This is an optimization exercise on Yosys and OpenROAD, whose aim is small area, a short achievable clock period and few clock cycles per item, not a production implementation. At most, simulation tests tie the RTL to the original design; equivalence was not proved. Power is estimated from default activity; no workload was simulated.

rev 12:
## sdr_cbuild
module sdr_cbuild (
    input  wire        clk,
    input  wire        rst,          
    input  wire        start,        
    input  wire        qam,          
    input  wire [15:0] arg,          
    output reg         busy,
    output reg         done,         
    output reg  [7:0]  err,          
    output reg  [31:0] cinfo,        
    output reg         clut_we,
    output reg  [7:0]  clut_waddr,
    output wire [31:0] clut_wdata
);
    reg         st_chk, st_setup, st_half, st_write;
    reg         flip_r;      
    reg         wrap_r;      
    reg         cend_r;      
    reg         lastc_r;     
    reg         bw_r;        
    reg         mode;        
    reg  [8:0]  m;           
    reg         big;         
    reg  [7:0]  R1;          
    reg  [8:0]  R2;          
    reg  [1:0]  p1, p2;      
    reg  [9:0]  x2n;         
    reg  [33:0] q;           
    reg  [36:0] acc;         
    reg  [15:0] vB;          
    reg  [7:0]  rc;          
    reg         ph;          
    reg  [4:0]  cc;          
  ...
For scale: roughly 1900 cells after synthesis.
Settings: LEC_CHECK=0, ABC_AREA=1, CAP_MARGIN=20, CORE_MARGIN=2, CORE_UTILIZATION=40, SLEW_MARGIN=20; clock period 13.0 ns.
standard.sh (not shown) runs the stock make flow with config.mk's settings and CLKGATE_MAP_FILE= SYNTH_SCRIPT=/design/flow/synth_recipe.tcl, a recipe that flattens the netlist after the stock synthesis.
==> flow/flow/run.sh <==
#!/bin/bash
set -euo pipefail
export SETUP_SLACK_MARGIN=${SETUP_MARGIN:-9.0}
bash standard.sh synth > synth.log 2>&1
bash standard.sh > layout.log 2>&1
diff inputs: rev 12 => rev 13
==> flow/flow/run.sh <==
#!/bin/bash
# Standard ORFS layout (the standard.sh, standard synthesis unchanged), with the
# timing repair asked to over-fix setup and the ports buffered with buf_4 cells: the
# clock period and constraints are the design's own; only the resizer's target slack
# and the port buffer cell differ from the default flow.
set -euo pipefail
export SETUP_SLACK_MARGIN=${SETUP_MARGIN:-9.4}
export BUFFER_PORTS_ARGS="-buffer_cell sky130_fd_sc_hd__buf_4"
bash standard.sh synth > synth.log 2>&1
bash standard.sh > layout.log 2>&1
## What came out
- Rev 12 reached the end of the flow, and the finished layout is clean on the timing, DRC and antenna checks.
- Rev 13 finished every step from synthesis to the final layout, and the layout passed the timing, DRC and antenna checks.
- Hold slack: lower on rev 13
- Delta (rev 13 minus rev 12): sequential share of layout area now smaller, cell count of the worst reg-to-reg path now larger, post-cts gate resize count now larger, upper clock frequency limit now larger, final cell count now larger.
- Summary of rev 13 over rev 12: cell internal power dissipation rose 3.7%; core utilization rose 1.3 points.
- Run comparison: rev 12 destination of the critical timing path clut_wdata[22]; rev 13 destination of the critical timing path clut_waddr[2]
- As of rev 13, routed wire length per instance had risen slightly compared to rev 12.
- Summary — area occupied by multi-input gates, rev 13 relative to rev 12: higher, by 2.8%.
No run of this note included a check of the RTL's function; only the layout flow was run.

========
The RTL this note starts from:
==> flow/design.v <==
module sdr_cbuild (
    input  wire        clk,
    input  wire        rst,          
    input  wire        start,        
    input  wire        qam,          
    input  wire [15:0] arg,          
    output reg         busy,
    output reg         done,         
    output reg  [7:0]  err,          
    output reg  [31:0] cinfo,        
    output reg         clut_we,
    output reg  [7:0]  clut_waddr,
    output wire [31:0] clut_wdata
);
    reg         st_chk, st_setup, st_half, st_write;
    reg         flip_r;      
    reg         wrap_r;      
    reg         cend_r;      
    reg         lastc_r;     
    reg         bw_r;        
    reg         mode;        
    reg  [8:0]  m;           
    reg         big;         
    reg  [7:0]  R1;          
    reg  [8:0]  R2;          
    reg  [1:0]  p1, p2;      
    reg  [9:0]  x2n;         
    reg  [33:0] q;           
    reg  [36:0] acc;         
    reg  [15:0] vB;          
    reg  [7:0]  rc;          
    reg         ph;          
    reg  [4:0]  cc;          
    reg  [3:0]  b;           
    reg  [4:0]  kk;          
    assign clut_wdata = {acc[35:20], vB};
    wire accept = start & ~busy;
    wire [8:0] mb   = cinfo[8:0];
    wire       qb_m = cinfo[16];
    wire       even = ~mb[0];    
    reg  [4:0] k_lut;
    reg        sq_lut;
    reg  [7:0] a0_lut;       
    always @(*) begin
        sq_lut = 1'b1;
        case (m)
        9'd4:   begin k_lut = 5'd2;  a0_lut = 8'd3;   end
        9'd9:   begin k_lut = 5'd3;  a0_lut = 8'd4;   end
        9'd16:  begin k_lut = 5'd4;  a0_lut = 8'd10;  end
        9'd25:  begin k_lut = 5'd5;  a0_lut = 8'd12;  end
        9'd36:  begin k_lut = 5'd6;  a0_lut = 8'd21;  end
        9'd49:  begin k_lut = 5'd7;  a0_lut = 8'd24;  end
        9'd64:  begin k_lut = 5'd8;  a0_lut = 8'd36;  end
        9'd81:  begin k_lut = 5'd9;  a0_lut = 8'd40;  end
        9'd100: begin k_lut = 5'd10; a0_lut = 8'd55;  end
        9'd121: begin k_lut = 5'd11; a0_lut = 8'd60;  end
        9'd144: begin k_lut = 5'd12; a0_lut = 8'd78;  end
        9'd169: begin k_lut = 5'd13; a0_lut = 8'd84;  end
        9'd196: begin k_lut = 5'd14; a0_lut = 8'd105; end
        9'd225: begin k_lut = 5'd15; a0_lut = 8'd112; end
        9'd256: begin k_lut = 5'd16; a0_lut = 8'd136; end
        default: begin k_lut = 5'd0; a0_lut = 8'd0; sq_lut = 1'b0; end
        endcase
    end
    wire [8:0] n_lev = qb_m ? {4'd0, kk} : mb;         
    wire [7:0] c0    = n_lev[8:1];                    
    wire [7:0] h1m1  = c0 - {7'd0, even};             
    wire [7:0] h2m1  = c0 - 8'd1;                     
    wire [3:0] kc0m1 = kk[4:1] - 4'd1;                
    wire e_zero = ~big & (m == 9'd0);
    wire e_one  = ~big & (m == 9'd1);
    wire e_big  = big | (m[8] & (|m[7:0]));
    wire e_sq   = mode & ~sq_lut;
    wire fail   = e_zero | e_one | e_big | e_sq;
    wire [7:0] err_code = e_zero ? 8'h11 : e_one ? 8'h21 : e_big ? 8'h31 :
                          e_sq ? 8'h41 : 8'h00;
    wire        pow2 = (m & (m - 9'd1)) == 9'd0;
    reg  [3:0]  log2m;
    integer     j;
    always @(*) begin
        log2m = 4'd0;
        for (j = 0; j < 9; j = j + 1)
            if (m[j]) log2m = j[3:0];
    end
    wire [9:0] d1a  = {1'b0, R1, 1'b1} - {1'b0, m};        
    wire       g1a  = ~d1a[9];
    wire [7:0] r1a  = g1a ? d1a[7:0] : {R1[6:0], 1'b0};
    wire [9:0] d1b  = {1'b0, r1a, 1'b1} - {1'b0, m};
    wire       g1b  = ~d1b[9];
    wire [7:0] r1b  = g1b ? d1b[7:0] : {r1a[6:0], 1'b0};
    wire [9:0]  t2a  = {R2, p1[1]};
    wire [10:0] s2a  = {1'b0, t2a} + {1'b0, x2n};
    wire        g2a  = s2a[10];
    wire [8:0]  r2a  = g2a ? s2a[8:0] : t2a[8:0];
    wire [9:0]  t2b  = {r2a, p1[0]};
    wire [10:0] s2b  = {1'b0, t2b} + {1'b0, x2n};
    wire        g2b  = s2b[10];
    wire [8:0]  r2b  = g2b ? s2b[8:0] : t2b[8:0];
    wire        st_sq   = st_chk | st_setup;        
    wire        sgn     = acc[36];
    wire        inv     = st_sq & ~sgn;
    wire        cst     = st_half | flip_r;
    wire [36:0] add_a   = st_sq ? {acc[34:0], p2} : (acc ^ {37{flip_r}});
    wire [34:0] qb      = ({1'b0, q} ^ {35{inv}}) & {35{~cst}};
    wire [36:0] add_b   = {qb, ~cst, st_sq ? sgn : ~cst | (st_half & even)}
                        | (st_half ? 37'h80000 : 37'd0)
                        | (flip_r  ? 37'h100000 : 37'd0);
    wire        add_c   = st_sq ? ~sgn : st_half ? even : 1'b1;
    wire [36:0] sum     = add_a + add_b + {36'd0, add_c};
    wire        rbit    = ~sum[36];                     
    wire        setup_last = st_setup & (rc == 8'd0);
    wire        turn    = flip_r | wrap_r;
    wire [7:0]  rc_n    = turn ? (flip_r ? h2m1 : h1m1) : rc - 8'd1;
    wire        rcz_n   = turn ? (flip_r ? (h2m1 == 8'd0) : (h1m1 == 8'd0)) : (rc == 8'd1);
    wire        ph_n    = ph ^ turn;
    wire [3:0]  b_nx    = bw_r ? 4'd0 : b + 4'd1;
    wire        cend_n  = ~cend_r & (cc == 5'd1);
    wire        lastc_n = cend_r ? (b_nx == kc0m1) : lastc_r;
    wire        last    = qb_m ? (cend_r & lastc_r) : wrap_r;
    wire        last_nx = qb_m ? (cend_n & lastc_n) : (rcz_n & ph_n);
    wire [3:0]  b_new   = cend_r ? b_nx : b;
    wire [7:0]  addr_inc = (~qb_m | (cend_r & bw_r)) ? 8'd0 : {3'd0, kk};
    wire [7:0]  addr_nx  = flip_r ? {4'd0, b_new & {4{qb_m}}} :
                           clut_waddr + addr_inc + {7'd0, ~qb_m | cend_r};
    always @(posedge clk) begin
        if (rst) begin
            st_chk   <= 1'b0;
            st_setup <= 1'b0;
            st_half  <= 1'b0;
            st_write <= 1'b0;
            busy     <= 1'b0;
            done     <= 1'b0;
            err      <= 8'd0;
            cinfo    <= 32'd0;
            clut_we  <= 1'b0;
        end else begin
            st_chk   <= accept;
            st_setup <= (st_chk & ~fail) | (st_setup & ~setup_last);
            st_half  <= setup_last;
            st_write <= st_half | (st_write & ~last);
            clut_we  <= st_half | (st_write & ~last);
            done     <= (st_chk & fail) | (st_write & ~last & last_nx);
            if (accept)
                busy <= 1'b1;
            else if ((st_chk & fail) | (st_write & last_nx))
                busy <= 1'b0;
            if (st_chk) begin
                err <= err_code;
                if (!fail)
                    cinfo <= {1'b1, 13'd0, pow2, mode, pow2 ? log2m : 4'd0, 3'd0, m};
            end
        end
    end
    always @(posedge clk) begin
        if (!busy) begin
            mode <= qam;
            m    <= arg[8:0];
            big  <= |arg[15:9];
            x2n  <= ~(qam ? 10'd1 : {1'b0, arg[8:0]});
            if (arg[8:0] <= 9'd4) begin
                R1 <= (arg[8:0] == 9'd3) ? 8'd1 : 8'd0;
                p1 <= (arg[8:0] == 9'd2) ? 2'd3 : 2'd1;
            end else begin
                p1 <= 2'd0;
                R1 <= (arg[8:0] <= 9'd13) ? 8'd3 : (arg[8:0] <= 9'd49) ? 8'd12 :
                      (arg[8:0] <= 9'd193) ? 8'd48 : 8'd192;
            end
            rc  <= (arg[8:0] <= 9'd13) ? 8'd34 : (arg[8:0] <= 9'd49) ? 8'd33 :
                   (arg[8:0] <= 9'd193) ? 8'd32 : 8'd31;
            R2  <= 9'd0;
            p2  <= 2'd0;
            acc <= 37'd0;
            q   <= 34'd0;
        end else begin
            R1  <= r1b;
            p1  <= {g1a, g1b};
            R2  <= r2b;
            p2  <= {g2a, g2b};
            if (setup_last)
                acc <= {2'b0, q[32:0] & {33{even}}, rbit & even, 1'b0};
            else
                acc <= sum;
            if (st_sq)
                q <= {q[32:0], rbit};
        end
        if (st_chk)
            kk <= k_lut;
        if (st_sq)
            rc <= rc - 8'd1;
        flip_r <= 1'b0;
        wrap_r <= 1'b0;
        cend_r <= 1'b0;
        if (st_half) begin
            rc         <= h1m1;
            ph         <= 1'b0;
            flip_r     <= (h1m1 == 8'd0);
            cc         <= kk;
            lastc_r    <= 1'b0;
            b          <= c0[3:0];
            bw_r       <= ({1'b0, c0[3:0]} == kk - 5'd1);
            clut_waddr <= qb_m ? a0_lut : c0;
            vB         <= qb_m ? sum[35:20] : 16'd0;
        end
        if (st_write && busy) begin    
            rc      <= rc_n;
            ph      <= ph_n;
            flip_r  <= rcz_n & ~ph_n;
            wrap_r  <= rcz_n & ph_n;
            cend_r  <= qb_m & cend_n;
            cc      <= cend_r ? kk : cc - 5'd1;
            lastc_r <= lastc_n;
            clut_waddr <= addr_nx;
            if (cend_r) begin
                b    <= b_nx;
                bw_r <= ({1'b0, b_nx} == kk - 5'd1);
                vB   <= sum[35:20];
            end
        end
    end
endmodule
clock: 13.0 ns
lec_check: 0
cap_margin: 20
core_margin: 2
core_utilization: 40
slew_margin: 20
==> flow/flow/run.sh <==
#!/bin/bash
set -euo pipefail
export SETUP_SLACK_MARGIN=${SETUP_MARGIN:-9.0}
bash standard.sh synth > synth.log 2>&1
bash standard.sh > layout.log 2>&1
The starting point ran to the end with no violations.
Testbench counts at the start, summed over its fixed seeds: cycles 13,975, builds 96.
Next try:
- ABC_AREA: not set -> 1
The changed run finished with timing, DRC and antenna clean.
Register-to-register slack gains 0.27 ns.
Cell count goes up by 8.3%.
Hold slack got worse by 0.0063 ns.

## separate check: timing with driven ports
Ports are ideal in the flow. The routed layouts listed here were re-timed in OpenROAD. Step 1 (the two cells are an assumption about what drives the block):
set clk [get_ports {clk}]
set_driving_cell -lib_cell sky130_fd_sc_hd__clkbuf_16 $clk
set_driving_cell -lib_cell sky130_fd_sc_hd__buf_2 [delete_from_list [all_inputs] $clk]
Step 2 times the ports against the registers' clock, not the clock port: input delays grow and output delays shrink by t, the midpoint of the rising clock arrivals with the driver on. Three values: no drivers, after step 1, after step 2; two values: the first two.
| run | t (ns) | setup slack, ns | worst register clock-pin slew, ns | pins driven straight from the clock port |
|---|---|---|---|---|
| rev 12 | 0.508 | 9.048 / 8.992 / 8.744 | 0.08 / 0.08 | 1 |
| rev 13 | 0.514 | 9.369 / 9.311 / 8.908 | 0.09 / 0.09 | 1 |
| the first run of note 2 | 0.504 | 8.963 / 8.963 / 8.644 | 0.08 / 0.08 | 1 |
| the second run of note 2 | 0.508 | 8.982 / 8.992 / 8.503 | 0.09 / 0.09 | 1 |
After both steps setup and hold are still met in every run listed. For the second run of note 2, which loses most, drivers alone change the setup slack by +0.010 ns; drivers and shift together by -0.479 ns.
